From an optimization exercise on the open Yosys and OpenROAD flow, aimed at small area and few clock cycles; shortcuts taken in it are not production practice.
In this exercise RTL edits were held to simulation tests only and were not proved equivalent to the original.
Power figures rest on the tool's default switching activity, not on a simulated workload.

===== flow/design.v =====
module eppe_pixel_xform #(
    parameter integer W = 64,
    parameter integer H = 45
) (
    input  wire [1:0]  rot,
    input  wire        mirror,
    input  wire        phys,       
    input  wire [15:0] x_in,       
    input  wire [15:0] y_in,       
    output reg         in_range,
    output reg  [15:0] px,         
    output reg  [15:0] py          
);
    reg signed [19:0] x, y, lw, lh, mx, tx, ty;
    always @* begin
        x  = {{4{x_in[15]}}, x_in};
        y  = {{4{y_in[15]}}, y_in};
        lw = rot[0] ? H : W;
        lh = rot[0] ? W : H;
        mx = x;
        if (phys) begin
            in_range = (x >= 0) && (x < W) && (y >= 0) && (y < H);
            tx = x;
            ty = y;
        end else begin
            in_range = (x >= 0) && (x < lw) && (y >= 0) && (y < lh);
            mx = mirror ? (lw - 1 - x) : x;
            case (rot)
                2'd0: begin tx = mx;         ty = y;         end
                2'd1: begin tx = W - 1 - y;  ty = mx;        end
                2'd2: begin tx = W - 1 - mx; ty = H - 1 - y; end
                default: begin tx = y;       ty = H - 1 - mx; end
            endcase
        end
        px = tx[15:0];
        py = ty[15:0];
    end
endmodule
module eppe_win_clip #(
    parameter integer W = 64,
    parameter integer H = 45
) (
    input  wire [1:0]  rot,
    input  wire        mirror,
    input  wire [15:0] x_in,    
    input  wire [15:0] y_in,    
    input  wire [15:0] w_in,    
    input  wire [15:0] h_in,    
    output reg  [15:0] xa,
    output reg  [15:0] ya,
    output reg  [15:0] wa,
    output reg  [15:0] ha
);
    reg signed [19:0] x, y, w, h, lw, mx;
    reg signed [19:0] x1, y1, w1, h1;
    reg signed [19:0] w2, h2, x3s, y3s;
    reg        [7:0]  x3, y3, w4, h4, xe, xal, xend;    
    always @* begin
        x  = {{4{x_in[15]}}, x_in};
        y  = {{4{y_in[15]}}, y_in};
        w  = {{4{w_in[15]}}, w_in};
        h  = {{4{h_in[15]}}, h_in};
        lw = rot[0] ? H : W;
        mx = mirror ? (lw - x - w) : x;
        case (rot)
            2'd0: begin x1 = mx;         y1 = y;          w1 = w; h1 = h; end
            2'd1: begin x1 = W - y - h;  y1 = mx;         w1 = h; h1 = w; end
            2'd2: begin x1 = W - mx - w; y1 = H - y - h;  w1 = w; h1 = h; end
            default: begin x1 = y;       y1 = H - mx - w; w1 = h; h1 = w; end
        endcase
        w2 = (w1 < 0) ? 20'sd0 : w1;
        h2 = (h1 < 0) ? 20'sd0 : h1;
        x3s = (x1 < 0) ? 20'sd0 : ((x1 > W) ? W : x1);
        y3s = (y1 < 0) ? 20'sd0 : ((y1 > H) ? H : y1);
        x3  = x3s[7:0];
        y3  = y3s[7:0];
        w4 = (w2 > (W - x3s)) ? (W - x3) : w2[7:0];
        h4 = (h2 > (H - y3s)) ? (H - y3) : h2[7:0];
        xal  = x3 - (x3 % 8);
        xe   = x3 + w4 + 8'd7;
        xend = xe - (xe % 8);
        xa = {8'd0, xal};
        ya = {8'd0, y3};
        wa = (w4 == 0) ? 16'd0 : {8'd0, xend - xal};
        ha = {8'd0, h4};
    end
endmodule
module eppe_page_engine (
    input  wire        clk,
    input  wire        rst,
    input  wire        cmd_valid,
    output wire        cmd_ready,
    input  wire [2:0]  cmd_op,
    input  wire [2:0]  cmd_arg,
    input  wire [15:0] cmd_x,
    input  wire [15:0] cmd_y,
    input  wire [15:0] cmd_w,
    input  wire [15:0] cmd_h,
    output wire        out_valid,
    input  wire        out_ready,
    output reg  [7:0]  out_data,
    output wire [15:0] page,
    output wire [1:0]  rot,
    output wire        mirror,
    output wire        win_part,
    output wire [15:0] win_x,
    output wire [15:0] win_y,
    output wire [15:0] win_w,
    output wire [15:0] win_h,
    output wire [1:0]  diag
);
    localparam integer W   = 64;
    localparam integer H   = 45;
    localparam integer BPR = W / 8;
    localparam integer CAP = 40;
    localparam integer PH  = CAP / BPR;
    localparam integer PC  = (H + PH - 1) / PH;
    localparam [3:0] NIB_BLACK  = 4'h0;
    localparam [3:0] NIB_WHITE  = 4'h3;
    localparam [3:0] NIB_ACCENT = 4'h4;
    localparam [2:0] OP_SET_ROTATION  = 3'd0;
    localparam [2:0] OP_SET_FULL_WIN  = 3'd1;
    localparam [2:0] OP_SET_PART_WIN  = 3'd2;
    localparam [2:0] OP_FILL          = 3'd3;
    localparam [2:0] OP_SET_PIXEL     = 3'd4;
    localparam [2:0] OP_SET_PIXEL_PHY = 3'd5;
    localparam [2:0] OP_BEGIN_FRAME   = 3'd6;
    localparam [2:0] OP_ADVANCE_PAGE  = 3'd7;
    localparam [1:0] C_WHITE  = 2'd0;
    localparam [1:0] C_BLACK  = 2'd1;
    localparam [1:0] C_ACCENT = 2'd2;
    reg  [1:0]  s_rot;
    reg         s_mirror;
    reg         s_win_part;
    reg  [15:0] s_win_x, s_win_y, s_win_w, s_win_h;
    reg  [15:0] pass_x, pass_y, pass_w, pass_h;
    reg  signed [15:0] s_cursor;           
    reg         diag_badcmd, diag_passlock;
    reg  [CAP*8-1:0] fb0;                  
    reg  [CAP*8-1:0] fb1;                  
    reg         streaming;
    reg  [15:0] st_y, st_yend;             
    reg  [15:0] st_c, st_c0, st_cend;      
    reg  [1:0]  st_j;                      
    wire accept = cmd_valid && cmd_ready;
    wire active = (s_cursor != -16'sd1);
    assign cmd_ready = !streaming;
    assign out_valid = streaming;
    assign page     = s_cursor;
    assign rot      = s_rot;
    assign mirror   = s_mirror;
    assign win_part = s_win_part;
    assign win_x    = s_win_part ? s_win_x : 16'd0;
    assign win_y    = s_win_part ? s_win_y : 16'd0;
    assign win_w    = s_win_part ? s_win_w : W;
    assign win_h    = s_win_part ? s_win_h : H;
    assign diag     = {diag_passlock, diag_badcmd};
    wire        pix_in_range;
    wire [15:0] pix_x, pix_y;
    eppe_pixel_xform #(.W(W), .H(H)) u_xform (
        .rot(s_rot), .mirror(s_mirror),
        .phys(cmd_op == OP_SET_PIXEL_PHY),
        .x_in(cmd_x), .y_in(cmd_y),
        .in_range(pix_in_range), .px(pix_x), .py(pix_y)
    );
    wire [15:0] clip_x, clip_y, clip_w, clip_h;
    eppe_win_clip #(.W(W), .H(H)) u_clip (
        .rot(s_rot), .mirror(s_mirror),
        .x_in(cmd_x), .y_in(cmd_y), .w_in(cmd_w), .h_in(cmd_h),
        .xa(clip_x), .ya(clip_y), .wa(clip_w), .ha(clip_h)
    );
    wire signed [19:0] cur       = s_cursor;
    wire signed [19:0] pg_start  = cur * PH;
    wire signed [19:0] pg_end    = (pg_start + PH > H) ? H : pg_start + PH;
    wire signed [19:0] pix_row   = active ? ({4'd0, pix_y} - pg_start) : {4'd0, pix_y};
    wire               row_ok    = active ? (pix_row >= 0 && pix_row < PH)
                                          : (pix_row >= 0 && pix_row < ((PH < H) ? PH : H));
    wire [19:0]        pix_bit   = (pix_row * BPR + pix_x / 8) * 8 + (7 - pix_x % 8);
    wire signed [19:0] pr_y0     = ($signed({4'd0, pass_y}) > pg_start) ? {4'd0, pass_y} : pg_start;
    wire signed [19:0] pr_ytop   = {4'd0, pass_y} + {4'd0, pass_h};
    wire signed [19:0] pr_y1     = (pr_ytop < pg_end) ? pr_ytop : pg_end;
    wire               pr_empty  = (pass_w == 0) || (pr_y1 <= pr_y0);
    wire signed [19:0] st_row    = {4'd0, st_y} - pg_start;
    wire [19:0]        st_idx    = st_row * BPR + st_c;
    wire [7:0]         ink_b     = fb0[st_idx*8 +: 8];
    wire [7:0]         ink_a     = fb1[st_idx*8 +: 8];
    function [3:0] nib_code(input bk, input ak);
        nib_code = bk ? NIB_BLACK : (ak ? NIB_ACCENT : NIB_WHITE);
    endfunction
    always @* begin
        case (st_j)
            2'd0: out_data = {nib_code(ink_b[7], ink_a[7]), nib_code(ink_b[6], ink_a[6])};
            2'd1: out_data = {nib_code(ink_b[5], ink_a[5]), nib_code(ink_b[4], ink_a[4])};
            2'd2: out_data = {nib_code(ink_b[3], ink_a[3]), nib_code(ink_b[2], ink_a[2])};
            default: out_data = {nib_code(ink_b[1], ink_a[1]), nib_code(ink_b[0], ink_a[0])};
        endcase
    end
    wire st_last = (st_j == 2'd3) && (st_c + 1 >= st_cend) && (st_y + 1 >= st_yend);
    wire signed [15:0] next_cursor = (s_cursor + 1 < PC) ? s_cursor + 16'sd1 : -16'sd1;
    always @(posedge clk) begin
        if (rst) begin
            s_rot         <= 2'd0;
            s_mirror      <= 1'b0;
            s_win_part    <= 1'b0;
            s_win_x       <= 16'd0;
            s_win_y       <= 16'd0;
            s_win_w       <= 16'd0;
            s_win_h       <= 16'd0;
            pass_x        <= 16'd0;
            pass_y        <= 16'd0;
            pass_w        <= 16'd0;
            pass_h        <= 16'd0;
            s_cursor      <= -16'sd1;
            diag_badcmd   <= 1'b0;
            diag_passlock <= 1'b0;
            streaming     <= 1'b0;
            st_y          <= 16'd0;
            st_yend       <= 16'd0;
            st_c          <= 16'd0;
            st_c0         <= 16'd0;
            st_cend       <= 16'd0;
            st_j          <= 2'd0;
        end else if (streaming) begin
            if (out_ready) begin
                if (st_last) begin
                    streaming <= 1'b0;
                    s_cursor  <= next_cursor;
                end
                st_j <= st_j + 2'd1;
                if (st_j == 2'd3) begin
                    if (st_c + 1 < st_cend) begin
                        st_c <= st_c + 16'd1;
                    end else begin
                        st_c <= st_c0;
                        st_y <= st_y + 16'd1;
                    end
                end
            end
        end else if (accept) begin
            case (cmd_op)
                OP_SET_ROTATION: begin
                    s_rot    <= cmd_arg[1:0];
                    s_mirror <= cmd_arg[2];
                end
                OP_SET_FULL_WIN: begin
                    if (active) diag_passlock <= 1'b1;
                    else        s_win_part    <= 1'b0;
                end
                OP_SET_PART_WIN: begin
                    if (active) begin
                        diag_passlock <= 1'b1;
                    end else begin
                        s_win_part <= 1'b1;
                        s_win_x    <= clip_x;
                        s_win_y    <= clip_y;
                        s_win_w    <= clip_w;
                        s_win_h    <= clip_h;
                    end
                end
                OP_FILL, OP_SET_PIXEL, OP_SET_PIXEL_PHY: begin
                    if (cmd_arg[1:0] == 2'd3) diag_badcmd <= 1'b1;
                end
                OP_BEGIN_FRAME: begin
                    pass_x   <= s_win_part ? s_win_x : 16'd0;
                    pass_y   <= s_win_part ? s_win_y : 16'd0;
                    pass_w   <= s_win_part ? s_win_w : W;
                    pass_h   <= s_win_part ? s_win_h : H;
                    s_cursor <= 16'sd0;
                end
                OP_ADVANCE_PAGE: begin
                    if (active) begin
                        if (pr_empty) begin
                            s_cursor <= next_cursor;
                        end else begin
                            streaming <= 1'b1;
                            st_y      <= pr_y0[15:0];
                            st_yend   <= pr_y1[15:0];
                            st_c      <= pass_x / 8;
                            st_c0     <= pass_x / 8;
                            st_cend   <= (pass_x + pass_w) / 8;
                            st_j      <= 2'd0;
                        end
                    end
                end
                default: ;
            endcase
        end
    end
    wire adv_done = (streaming && out_ready && st_last) ||
                    (!streaming && accept && cmd_op == OP_ADVANCE_PAGE && active && pr_empty);
    always @(posedge clk) begin
        if (!rst) begin
            if (!streaming && accept && cmd_op == OP_BEGIN_FRAME) begin
                fb0 <= {CAP*8{1'b0}};
                fb1 <= {CAP*8{1'b0}};
            end else if (adv_done && next_cursor != -16'sd1) begin
                fb0 <= {CAP*8{1'b0}};
                fb1 <= {CAP*8{1'b0}};
            end else if (!streaming && accept && cmd_op == OP_FILL) begin
                case (cmd_arg[1:0])
                    C_WHITE:  begin fb0 <= {CAP*8{1'b0}}; fb1 <= {CAP*8{1'b0}}; end
                    C_BLACK:  begin fb0 <= {CAP*8{1'b1}}; fb1 <= {CAP*8{1'b0}}; end
                    C_ACCENT: begin fb0 <= {CAP*8{1'b0}}; fb1 <= {CAP*8{1'b1}}; end
                    default: ;
                endcase
            end else if (!streaming && accept &&
                         (cmd_op == OP_SET_PIXEL || cmd_op == OP_SET_PIXEL_PHY) &&
                         pix_in_range && row_ok) begin
                case (cmd_arg[1:0])
                    C_WHITE:  begin fb0[pix_bit] <= 1'b0; fb1[pix_bit] <= 1'b0; end
                    C_BLACK:  begin fb0[pix_bit] <= 1'b1; fb1[pix_bit] <= 1'b0; end
                    C_ACCENT: begin fb0[pix_bit] <= 1'b0; fb1[pix_bit] <= 1'b1; end
                    default: ;
                endcase
            end
        end
    end
endmodule

===== flow/run.sh =====
#!/bin/bash
# synth_recipe.tcl (not shown) runs the flow's synth.tcl, then flattens the netlist and writes it again
# the make line also repeats each setting of config.mk as NAME=value (left out here)
make -C /OpenROAD-flow-scripts/flow DESIGN_CONFIG=/design/flow/config.mk WORK_HOME=/design/flow/orfs CLKGATE_MAP_FILE= SYNTH_SCRIPT=/design/flow/synth_recipe.tcl finish

===== flow/config.mk =====
export PLATFORM = sky130hd
export DESIGN_NAME = eppe_page_engine
export DESIGN_NICKNAME = eppe_page_engine
export VERILOG_FILES = /design/flow/design.v
export SDC_FILE = /design/flow/constraint.sdc
export NUM_CORES = 4
export LEC_CHECK = 0
export CAP_MARGIN = 20
export CORE_MARGIN = 2
export CORE_UTILIZATION = 40
export SLEW_MARGIN = 40

===== flow/constraint.sdc =====
create_clock -name core_clock -period 20.0 [get_ports {clk}]
set_input_delay 4.0000 -clock core_clock [delete_from_list [all_inputs] [get_ports {clk}]]
set_output_delay 4.0000 -clock core_clock [all_outputs]
set_load 0.01 [all_outputs]

==> results.txt <==
-- kinds of logic after synthesis --
family                     Yosys count  synth area share (%)
DFF                                776                 37.51
AOI/OAI and AO/OA                 1801                 20.47
muxes                              310                 9.622
other                                2               0.01284
adders and majority gates          331                 7.235
and+or+nand+nor                   2154                 17.08
buffers and inverters              692                 4.835
xor gates and xnor gates           215                 3.232
-- worst paths after layout --
kind | start | to | slack (ps) | depth (start not counted)
setup reg to reg | s_rot[0] | s_win_w[7] | 6110 | 59
setup / recovery | cmd_x[3] | s_win_w[7] | 2980 | 57
hold / removal | s_win_h[7] | s_win_h[7] | 450 | 2
hold reg to reg | s_win_h[7] | s_win_h[7] | 450 | 2
-- registers in the layout (all words and copies together) (netlist names), 16 cells and up --
name,cells
fb0,320
st_c,16
st_yend,16
s_cursor,16
st_y,16
fb1,320
-- cells in the mapped netlist (all sizes together), types with 47 or more instances --
library cell	n
dfxtp	136
nand3	408
o22ai	47
a32o	159
clkbuf	350
nor2	625
xor2	82
inv	216
and2	77
nand4	48
xnor2	133
ha	319
mux2i	101
or3	48
o21ai	508
a21o	69
nor2b	50
buf	124
a21oi	444
a31oi	58
edfxtp	640
nand2	569
mux4	201
o2bb2ai	165
nand2b	52
nor3	121
-- power by group --
group / internal [W] / total (W) / switching [W] / leakage (nW)
logic: 0.000694 / 0.00197 / 0.00127 / 14.2
registers: 0.00185 / 0.00189 / 0.0000388 / 6.97
clock network: 0.000923 / 0.00165 / 0.000727 / 1.38
-- placed cells by master (no fill, tap or decap), types with 44 or more instances in the layout --
cell,synthesis,layout
mux4_2,201,201
o21ai_0,172,169
a211oi_1,45,45
a31oi_1,58,57
edfxtp_1,640,640
or3_1,48,48
xnor2_1,132,131
o21a_1,44,44
xor2_1,82,80
conb_1,2,51
o21ai_1,334,335
nand4_1,48,48
a32o_1,159,159
nor2b_1,50,49
dfxtp_1,136,129
a21o_1,69,67
mux2i_1,101,101
o2bb2ai_1,165,165
nand2_1,569,563
inv_1,214,214
clkbuf_16,0,88
nor2_1,625,620
and2_1,75,72
ha_1,319,318
buf_4,50,74
nand2b_1,52,52
a21oi_1,443,442
o22ai_1,47,47
clkdlybuf4s50_1,0,128
nand3_1,408,407
nor3_1,120,118
-- worst max-delay path: cells and delay by family --
family / cells / cell delay (ps)
simple gates: 15 / 3650
fa+ha+maj: 10 / 3520
compound gates: 21 / 4240
mux: 1 / 320
xor+xnor: 6 / 910
buf+inv: 4 / 970
-- metrics by stage --
step                total power (W)  cells  setup WS [ps]  util (%)  area [µm²]
CTS                        0.005485   8155           3043     44.18       64230
global route               0.005766   8163           1961     44.27       64370
finish                     0.005504   8163           2979     44.27       64370
floorplan                  0.003286   6330           4013         -       58670
global placement           0.003802   7990           2582     42.09       61190
detailed placement         0.003834   7994           2311     42.21       61370
-- cell type report --
class | count | area, µm²
fillers | 13956 | 81020
multi-input cells | 4862 | 34100
flip-flops and latches | 776 | 21960
well taps | 1917 | 2399
clock buffers | 103 | 2268
repair buffers | 224 | 2211
inverters | 218 | 818.3
clock inverters | 58 | 596.8
diodes | 5 | 12.51
-- routing by layer --
metal,global-route usage [%],vias up,wire length (µm)
met5,0,-,57
met4,6.589,8,4549
met3,4.253,275,16130
met2,40.17,2190,89000
met1,37.54,24917,88280
li1,-,23583,-
==> results.sh <==
export IMPL_synth_seq_cells=776
export IMPL_fmax_ghz=0.05875
export IMPL_clockRootBuffer="clkbuf_16"
export IMPL_clkTransAtPathRegs_ps=60
export IMPL_avgSynthCellArea_um2=9.312
export IMPL_yosysTopAreaCell="edfxtp_1"
export IMPL_dp_hpwl_mm=138.5
export IMPL_path_common_cell="ha_1"
export IMPL_vias=50973
export IMPL_setup_viol=0
export IMPL_cp_end_kind="flip-flop"
export IMPL_pin_count=170
export IMPL_power_density_mw_per_mm2=85.51
export IMPL_critPathRequiredTime_ps=20630
export IMPL_post_drt_wl_per_cell_um=24.26
export IMPL_final_setup_skew_ps=69.71
export IMPL_maxCapViolations=0
export IMPL_finish_net_count=6575
export IMPL_numCtsBuffers=88
export IMPL_area_growth_syn_to_layout_pct=10.05
export IMPL_drc_errors=0
export IMPL_grt_usage_pct=25.92
export IMPL_synth_edf_count=640
export IMPL_antenna_found_initial=11
export IMPL_worstSetupPathType="input port to flip-flop"
export IMPL_htree_num_levels=3
export IMPL_synth_area_mm2=0.05849
export IMPL_die_area_mm2=0.1493
export IMPL_cp_max_fo=14
export IMPL_die_x_um=386.4
export IMPL_port_buffers=129
export IMPL_place_congestion=0.9470
export IMPL_drtAntennaViolNets=0
export IMPL_initial_core_util_pct=40.23
export IMPL_grt_remaining_overflow=0
export IMPL_synth_seq_area_share_pct=37.51
export IMPL_first_pass_iters=11
export IMPL_p_leak_nw=22.53
export IMPL_whs_ps=446.2
export IMPL_grt_max_degree=190
export IMPL_ctsHoldBuffers=0
export IMPL_post_cts_setup_buffers=0
export IMPL_tns_ps=0
export IMPL_cp_arrival_ps=17650
export IMPL_slew_violations=0
export IMPL_synthCells=6281
export IMPL_die_h_um=386.4
export IMPL_grt_pass1_wl_mm=300.7
export IMPL_min_period_over_period_pct=85.11
export IMPL_async_reset_ff_share_pct=0
export IMPL_layout_drive_gt1_share_pct=8.396
export IMPL_rsz0062_at_grt="false"
export IMPL_synth_flop_cell="edfxtp_1"
export IMPL_slowest_stage="clkdlybuf4s50_1"
export IMPL_clock_path_buffers=3
export IMPL_core_area_mm2=0.1454
export IMPL_tritoncts="yes"
export IMPL_routed_wl_mm=198.0
export IMPL_hold_class="flip-flop to flip-flop"
export IMPL_irDropWorstVdd_mv=0.08333
export IMPL_insertion_delay_ps=720
export IMPL_finalCriticalPeriod_ps=17020
export IMPL_synth_top_cells_by_area="edfxtp_1 33%, mux4_2 7.7%, ha_1 6.8%, dfxtp_1 4.7%, nor2_1 4.0%"
export IMPL_clock_sinks=776
export IMPL_yosysWarningCount=3
export IMPL_hold_violations=0
export IMPL_avgViaCountPerCell=6.244
export IMPL_fp_row_count=140
export IMPL_critPathMaxStageDelay_ps=630
export IMPL_ys_types=103
export IMPL_worst_slew_pin_slew_ps=909.9
export IMPL_grt_pass1_vias=48117
export IMPL_maxSlewHeadroom_pct=37.60
export IMPL_netlist_area_leader_share_pct=32.86
export IMPL_cts_resized=0
export IMPL_outcome="timing/DRC/antenna clean"
export IMPL_cp_start_kind="input port"
export IMPL_drt_iter0_markers=5920
Testbench counts, summed over its fixed seeds: cycles 23,338.

separate check: timing with driven ports:
In the flow no input, the clock included, has a driving cell. The finished layout below was timed again as built, in two steps. Step 1 assumes that a clkbuf_16 drives the clock port and a buf_2 every other input. Step 2 also shifts input and output timing later by t, the mid clock arrival at the registers, as if the neighbouring blocks saw the same clock. Three values: ideal, step 1, step 2; two values: the first two.
t (ns): 0.758
slack for setup (ns): 2.979 / 3.028 / 2.271
slew at the worst register clock pin (ns): 0.07 / 0.07
After both steps setup and hold are still met in this run. The setup slack of this run moves by +0.049 ns with the drivers and by -0.708 ns with both steps.
